This design comes from an exercise in tuning for small area, a short achievable clock period and few clock cycles per item on the open sky130 flow, not from production work. In this exercise RTL edits were held to simulation tests only and were not proved equivalent to the original. Power and IR drop assume default switching activity.

indigo:
==> flow/design.v <==
module link_parser #(
    parameter CTR_W = 32
) (
    input  wire             clk,
    input  wire             rst,           
    input  wire             in_valid,
    input  wire [7:0]       in_data,
    output wire             in_ready,
    output wire             out_valid,
    input  wire             out_ready,
    output wire [7:0]       out_data,
    output wire             out_last,
    output reg  [CTR_W-1:0] err_framing,
    output reg  [CTR_W-1:0] err_length,
    output reg  [CTR_W-1:0] err_crc
);
    localparam [7:0] START   = 8'hAA;
    localparam [7:0] VERSION = 8'h01;
    localparam [7:0] STOP    = 8'h55;
    localparam [7:0] MAX_LEN = 8'd240;
    localparam integer N = 245;
    localparam [2:0] S_WAIT     = 3'd0,
                     S_HDR0     = 3'd1,
                     S_HDR1     = 3'd2,
                     S_HDR2     = 3'd3,
                     S_HDR3     = 3'd4,
                     S_PAYLOAD  = 3'd5,
                     S_CHECKSUM = 3'd6,
                     S_END      = 3'd7;
    reg       in_rdy;
    reg       ir_v;
    reg [7:0] ir_d;
    assign in_ready = in_rdy;
    always @(posedge clk) begin
        ir_d <= in_data;
        if (rst) ir_v <= 1'b0;
        else     ir_v <= in_valid && in_rdy;
    end
    reg [2:0] stage;
    reg [7:0] crc;
    reg [7:0] rem;                 
    reg [7:0] crc_next;
    integer k;
    always @(*) begin
        crc_next = ((stage == S_HDR0) ? 8'h00 : crc) ^ ir_d;
        for (k = 0; k < 8; k = k + 1)
            crc_next = crc_next[7] ? ((crc_next << 1) ^ 8'h31) : (crc_next << 1);
    end
    wire p_wait = ir_v && stage == S_WAIT;
    wire p_hdr0 = ir_v && stage == S_HDR0;
    wire p_hdr3 = ir_v && stage == S_HDR3;
    wire p_pay  = ir_v && stage == S_PAYLOAD;
    wire p_chk  = ir_v && stage == S_CHECKSUM;
    wire p_end  = ir_v && stage == S_END;
    wire len_bad = ir_d > MAX_LEN;
    wire crc_ok  = ir_d == crc;
    wire stop_ok = ir_d == STOP;
    reg  st_store;
    wire wr_en  = ir_v && st_store;
    wire commit = p_end && stop_ok;
    wire abort  = (p_hdr3 && len_bad) || (p_chk && !crc_ok) || (p_end && !stop_ok);
    reg ev_fram, ev_len, ev_crc;
    always @(posedge clk) begin
        if (rst) begin
            stage   <= S_WAIT;
            st_store <= 1'b0;
            ev_fram <= 1'b0;
            ev_len  <= 1'b0;
            ev_crc  <= 1'b0;
        end else begin
            ev_len  <= p_hdr3 && len_bad;
            ev_crc  <= p_chk && !crc_ok;
            ev_fram <= p_end && !stop_ok;
            if (ir_v) begin
                case (stage)
                    S_WAIT:     if (ir_d == START) stage <= S_HDR0;
                    S_HDR0:     stage <= (ir_d == VERSION) ? S_HDR1 : S_WAIT;
                    S_HDR1:     stage <= S_HDR2;
                    S_HDR2:     stage <= S_HDR3;
                    S_HDR3:     stage <= len_bad ? S_WAIT :
                                         (ir_d == 8'd0) ? S_CHECKSUM : S_PAYLOAD;
                    S_PAYLOAD:  if (rem == 8'd1) stage <= S_CHECKSUM;
                    S_CHECKSUM: stage <= crc_ok ? S_END : S_WAIT;
                    default:    stage <= S_WAIT;
                endcase
                case (stage)
                    S_HDR0:     st_store <= (ir_d == VERSION);
                    S_HDR1:     st_store <= 1'b1;
                    S_HDR2:     st_store <= 1'b1;
                    S_HDR3:     st_store <= !len_bad && (ir_d != 8'd0);
                    S_PAYLOAD:  st_store <= (rem != 8'd1);
                    default:    st_store <= 1'b0;
                endcase
            end
        end
    end
    always @(posedge clk) begin
        if (ir_v && stage != S_CHECKSUM && stage != S_END && stage != S_WAIT)
            crc <= crc_next;
        if (p_hdr3)
            rem <= ir_d;
        else if (p_pay)
            rem <= rem - 1'b1;
    end
    always @(posedge clk) begin
        if (rst) begin
            err_framing <= {CTR_W{1'b0}};
            err_length  <= {CTR_W{1'b0}};
            err_crc     <= {CTR_W{1'b0}};
        end else begin
            if (ev_fram) err_framing <= err_framing + 1'b1;
            if (ev_len)  err_length  <= err_length + 1'b1;
            if (ev_crc)  err_crc     <= err_crc + 1'b1;
        end
    end
    localparam integer R = 248;
    localparam integer D = 8;     
    reg  [7:0]     T;
    reg  [7:0]     lpos;           
    reg  [8*R-1:0] ring;           
    wire [7:0] vq = R - 1 - T;     
    function [7:0] addm(input [7:0] a, input [7:0] b, input c);
        reg [8:0] t;
        begin
            t = {1'b0, a} + {1'b0, b} + c;
            addm = (t >= R) ? t - R : t[7:0];
        end
    endfunction
    reg        ractive;            
    reg  [7:0] rtap;               
    reg  [1:0] rs;                 
    reg  [7:0] rlen;               
    reg  [7:0] rcnt;               
    reg        room;               
    reg        in_att;             
    reg  [7:0] s_cur;              
    reg        cpend;              
    reg  [7:0] qhead;
    reg  [7:0] qm [0:D-2];
    reg  [3:0] qh, qt;
    reg  [4:0] qn;
    reg  [8:0] wb0, wb1;
    reg  [1:0] wbn;
    wire       live    = ractive || in_att || (qn != 5'd0);
    wire       vq_busy = live && (rtap == R - 1 || lpos > rtap);
    wire       next_ok = lpos == 8'd0;           
    wire       p_st  = wr_en && !abort;
    wire       c_v   = (wbn != 2'd0) || p_st;
    wire [8:0] c     = (wbn != 2'd0) ? wb0 : {stage == S_HDR1, ir_d};
    wire       wr    = c_v && !vq_busy && (c[8] || next_ok);
    wire       pop_w = wr && (wbn != 2'd0);
    wire       psh_w = p_st && !(wr && wbn == 2'd0);
    wire [1:0] wbn_nx = abort ? 2'd0 : wbn + psh_w - pop_w;
    wire       t_start = wr && c[8];             
    wire       push_q  = cpend && wbn == 2'd0;   
    wire       cpend_nx = commit || (cpend && !push_q);
    wire [7:0] tail = ring[8*R-1 -: 8];
    wire [7:0] inj  = wr ? c[7:0] : tail;
    always @(posedge clk)
        ring <= {ring[8*R-9:0], inj};
    wire [7:0] slot = ring[8*{rtap[7:1], 1'b0} +: 8];
    wire       over = ractive && rs == 2'd3 && rcnt == rlen;
    wire       cap  = ractive && !over && room && !rtap[0];   
    reg       p_v, o0_v, o1_v;
    reg [7:0] p_d, o0_d, o1_d;
    reg       p_len, p_l, o0_l, o1_l;
    wire      p_last = p_len ? (p_d == 8'd0) : p_l;
    wire pop = o0_v && out_ready;
    wire mv  = p_v && !(o1_v && !pop);       
    wire [1:0] t_now = {1'b0, p_v} + {1'b0, o0_v} + {1'b0, o1_v};
    wire [1:0] t_nx  = t_now + cap - pop;
    wire       q_to_head = push_q && (qn == 5'd0 || (qn == 5'd1 && jump));
    wire       jump  = (!ractive || over) && qn != 5'd0;
    reg  [7:0] rtap_nx;
    always @(*) begin
        if (ractive && !over)
            rtap_nx = cap ? rtap : addm(rtap, 8'd0, 1'b1);
        else if (qn != 5'd0)
            rtap_nx = addm(qhead, T, 1'b1);
        else if (in_att)
            rtap_nx = addm(s_cur, T, 1'b1);
        else
            rtap_nx = t_start ? 8'd0 : addm(lpos, 8'd0, 1'b1);
    end
    integer i;
    always @(posedge clk) begin
        if (rst) begin
            T       <= 8'd0;
            ractive <= 1'b0;
            lpos    <= 8'd0;
            rtap    <= R - 1;
            rs      <= 2'd0;
            room    <= 1'b0;
            in_att  <= 1'b0;
            cpend   <= 1'b0;
            wbn     <= 2'd0;
            qh      <= 4'd0;
            qt      <= 4'd0;
            qn      <= 5'd0;
            in_rdy  <= 1'b0;
            p_v     <= 1'b0;
            o0_v    <= 1'b0;
            o1_v    <= 1'b0;
        end else begin
            T      <= (T == R - 1) ? 8'd0 : T + 1'b1;
            lpos   <= wr ? 8'd0 : addm(lpos, 8'd0, 1'b1);
            in_rdy <= wbn_nx == 2'd0 && qn + cpend <= D - 1;
            room   <= t_nx != 2'd3;
            wbn    <= wbn_nx;
            cpend  <= cpend_nx;
            if (t_start) begin
                in_att <= 1'b1;
                s_cur  <= vq;
            end else if (push_q || abort) begin
                in_att <= 1'b0;
            end
            if (push_q && !q_to_head)
                qt <= (qt == D - 2) ? 4'd0 : qt + 1'b1;
            if (jump && qn != 5'd1)
                qh <= (qh == D - 2) ? 4'd0 : qh + 1'b1;
            qn <= qn + push_q - jump;
            rtap <= rtap_nx;
            if (jump) begin
                ractive <= 1'b1;
                rs      <= 2'd0;
            end else if (over) begin
                ractive <= 1'b0;
            end else if (cap) begin
                case (rs)
                    2'd0: rs <= 2'd1;
                    2'd1: rs <= 2'd2;
                    2'd2: rs <= 2'd3;
                    default: ;
                endcase
            end
            if (cap)     p_v <= 1'b1;
            else if (mv) p_v <= 1'b0;
            if (pop) begin
                o0_v <= o1_v || mv;
                o1_v <= o1_v && mv;
            end else if (mv) begin
                if (o0_v) o1_v <= 1'b1;
                else      o0_v <= 1'b1;
            end
        end
        if (push_q && !q_to_head)
            qm[qt] <= s_cur;
        if (q_to_head)
            qhead <= s_cur;
        else if (jump)
            qhead <= qm[qh];
        if (pop_w) wb0 <= (wbn == 2'd2) ? wb1 : {stage == S_HDR1, ir_d};
        else if (psh_w && wbn == 2'd0) wb0 <= {stage == S_HDR1, ir_d};
        if (psh_w && (wbn - pop_w) == 2'd1) wb1 <= {stage == S_HDR1, ir_d};
        if (cap) begin
            if (rs == 2'd2) rlen <= slot;
            rcnt <= (rs == 2'd2) ? 8'd0 : rcnt + 1'b1;
            p_d   <= slot;
            p_len <= rs == 2'd2;
            p_l   <= rs == 2'd3 && rcnt + 1'b1 == rlen;
        end
        if (pop) begin
            if (o1_v) begin
                o0_d <= o1_d; o0_l <= o1_l;
                o1_d <= p_d;  o1_l <= p_last;
            end else begin
                o0_d <= p_d;  o0_l <= p_last;
            end
        end else if (mv) begin
            if (o0_v) begin o1_d <= p_d; o1_l <= p_last; end
            else      begin o0_d <= p_d; o0_l <= p_last; end
        end
    end
    assign out_valid = o0_v;
    assign out_data  = o0_d;
    assign out_last  = o0_l;
endmodule
export LEC_CHECK = 0
export CAP_MARGIN = 20
export CORE_MARGIN = 2
export CORE_UTILIZATION = 40
export CTS_CLUSTER_DIAMETER = 100
export CTS_CLUSTER_SIZE = 25
export PLACE_DENSITY = 0.65
export SETUP_SLACK_MARGIN = 5
export SLEW_MARGIN = 20
create_clock -name core_clock -period 9.0 [get_ports {clk}]
standard.sh (not shown) runs the stock make flow with config.mk's settings and CLKGATE_MAP_FILE= SYNTH_SCRIPT=/design/flow/synth_recipe.tcl, a recipe that flattens the netlist after the stock synthesis.
==> flow/flow/run.sh <==
#!/bin/bash
set -euo pipefail
bash standard.sh SETUP_SLACK_MARGIN=6 finish > flow_make.log 2>&1
indigo: PASS, flow complete, no timing, DRC or antenna violations
Testbench counts of indigo, summed over its fixed seeds: cycles 16,654, bytes 15,426.
Input-level comparison between maple and indigo:
- a change of CORE_UTILIZATION from 40 to 42
- a change of PLACE_DENSITY from 0.65 to 0.6
==> comparison <==
- Changes observed in maple relative to indigo: relative contribution of sequential cells to total power went down 0.8 points, area added between synthesis and finish increased by 0.64 points relative to the old numbers, routed wirelength normalized by instance count closely matched the old numbers, register-to-register slack higher.
- Relative to indigo, the maximum achievable frequency measured on maple has increased by a few percent.
- Delta (maple minus indigo): worst max-slew margin expressed relative to the limit shrank by 4.9 points, design area grew by about 0.56%, amount of wire on met2 after detailed routing now sits lower, wire length was more or less identical.
- Global-route usage sits higher in maple than in indigo.
The inputs of harbor differ from those of maple as listed below.
- swapping 42 for 40 in CORE_UTILIZATION
[summary]
- Status for maple and harbor: clean finish in maple only
- Ran to the end and failed final checks on antenna violations: harbor.
- harbor: total CTS buffers about 1% below maple
- As far as routed length per instance is concerned, harbor and maple perform about the same.
- Vias: harbor above maple
- Critical path depth, maple and harbor: larger value in harbor
- On time the worst path needs with I/O delays and setup, maple beats harbor.
- Compared with maple, in harbor setup slack went down 0.15 ns, routed wire length held, sequential share of layout area held, area growth from synthesis to layout held.
--- input diff harbor..yarrow ---
- CORE_UTILIZATION now 44, was 40
[summary]
yarrow went all the way through synthesis, placement and routing and the layout is clean on timing, DRC and antenna.
harbor: all stages done; final checks FAILED (antenna violations).
harbor has higher path length in cells of the critical path than yarrow.
Min area of the multi-input gates across harbor and yarrow: yarrow
The final reports for yarrow and harbor show number of nets with antenna violations after detailed routing lower in the former.
Relative to harbor, aggregate global-route resource usage has increased by 1.5 points in yarrow.
diff inputs: yarrow => raven
- CORE_UTILIZATION: 44 -> 46
Findings:
Re die width: raven is about 2.2% down on yarrow. Cmp raven vs yarrow: met2 demand-to-capacity share in global routing higher in raven. Register-to-register setup slack: raven vs yarrow up 0.07 ns. In the metrics for raven and yarrow, the one carrying the lower number of cells upsized or downsized after cts is yarrow. The higher core occupancy in the finished layout of raven and yarrow is in raven. Of the two candidates, yarrow has the better static power due to leakage and raven the worse one. Summary — y dimension of the die, raven relative to yarrow: lower, by 2.2%.
Inputs modified between raven and umber:
- swapping 46 for 42 in CORE_UTILIZATION
==> flow/flow/run.sh <==
#!/bin/bash
set -euo pipefail
bash standard.sh SETUP_SLACK_MARGIN=6.2 finish > flow_make.log 2>&1
Notes after the runs:
- Of the two values seen for launch point of the worst path, o0_l$_DFFE_PP_ was produced by raven and qn[3]$_SDFF_PP0_ by umber.
- Cmp umber vs raven: share of total power in sequential cells lower in umber
- Going from raven to umber, count of clock-buffer cells in the layout shrank slightly.
- Both conditions hold for umber: the flow ran to the end and the final layout passed the timing, DRC and antenna checks.
- Cmp umber vs raven: fraction of area in registers lower in umber
- Delta (umber minus raven): fill cell instance count of the final layout picked up an extra 1436, floorplan die width moved up, hold slack went down by 0.0046 ns.
- umber against raven; overall power of the completed layout is up slightly.
- Compared with raven, in umber wire length down about 1.1%; length of routed met2 wiring down about 0.4%.
- The wire length of the first global-routing pass number comes out lower for umber vs raven.
- The type of the worst setup path comes out flop to flop in one run and flop to primary output in the other, namely in umber and raven respectively.
- Run comparison: raven library cell contributing the largest single delay on the critical path sky130_fd_sc_hd__edfxtp_1; umber library cell contributing the largest single delay on the critical path sky130_fd_sc_hd__or4b_4

-- re-timing with driven ports --
Ports are ideal in the flow. The routed layouts listed here were re-timed in OpenROAD. Step 1 sets driving cells, clkbuf_16 on the clock port and buf_2 on the other inputs (assumed; they add their load-dependent delay and slew). Step 2, shift: input delay + t, output delay - t, t = (earliest + latest rising clock arrival at the registers) / 2. This alone moves slack from input paths to output paths. Three values: no drivers, after step 1, after step 2; two values: the first two.
| run | t, ns | slack for setup (ns) | worst register clock-pin slew, ns |
|---|---|---|---|
| indigo | 0.799 | 5.861 / 5.861 / 5.406 | 0.11 / 0.11 |
| maple | 0.797 | 5.929 / 5.859 / 5.376 | 0.10 / 0.10 |
| harbor | 0.810 | 5.782 / 5.782 / 5.309 | 0.11 / 0.11 |
| yarrow | 0.787 | 5.842 / 5.775 / 5.290 | 0.11 / 0.11 |
| raven | 0.787 | 5.813 / 5.744 / 5.335 | 0.10 / 0.10 |
| umber | 0.800 | 5.786 / 5.786 / 5.426 | 0.11 / 0.11 |
For maple, which loses most, drivers alone change the setup slack by -0.070 ns; drivers and shift together by -0.553 ns.
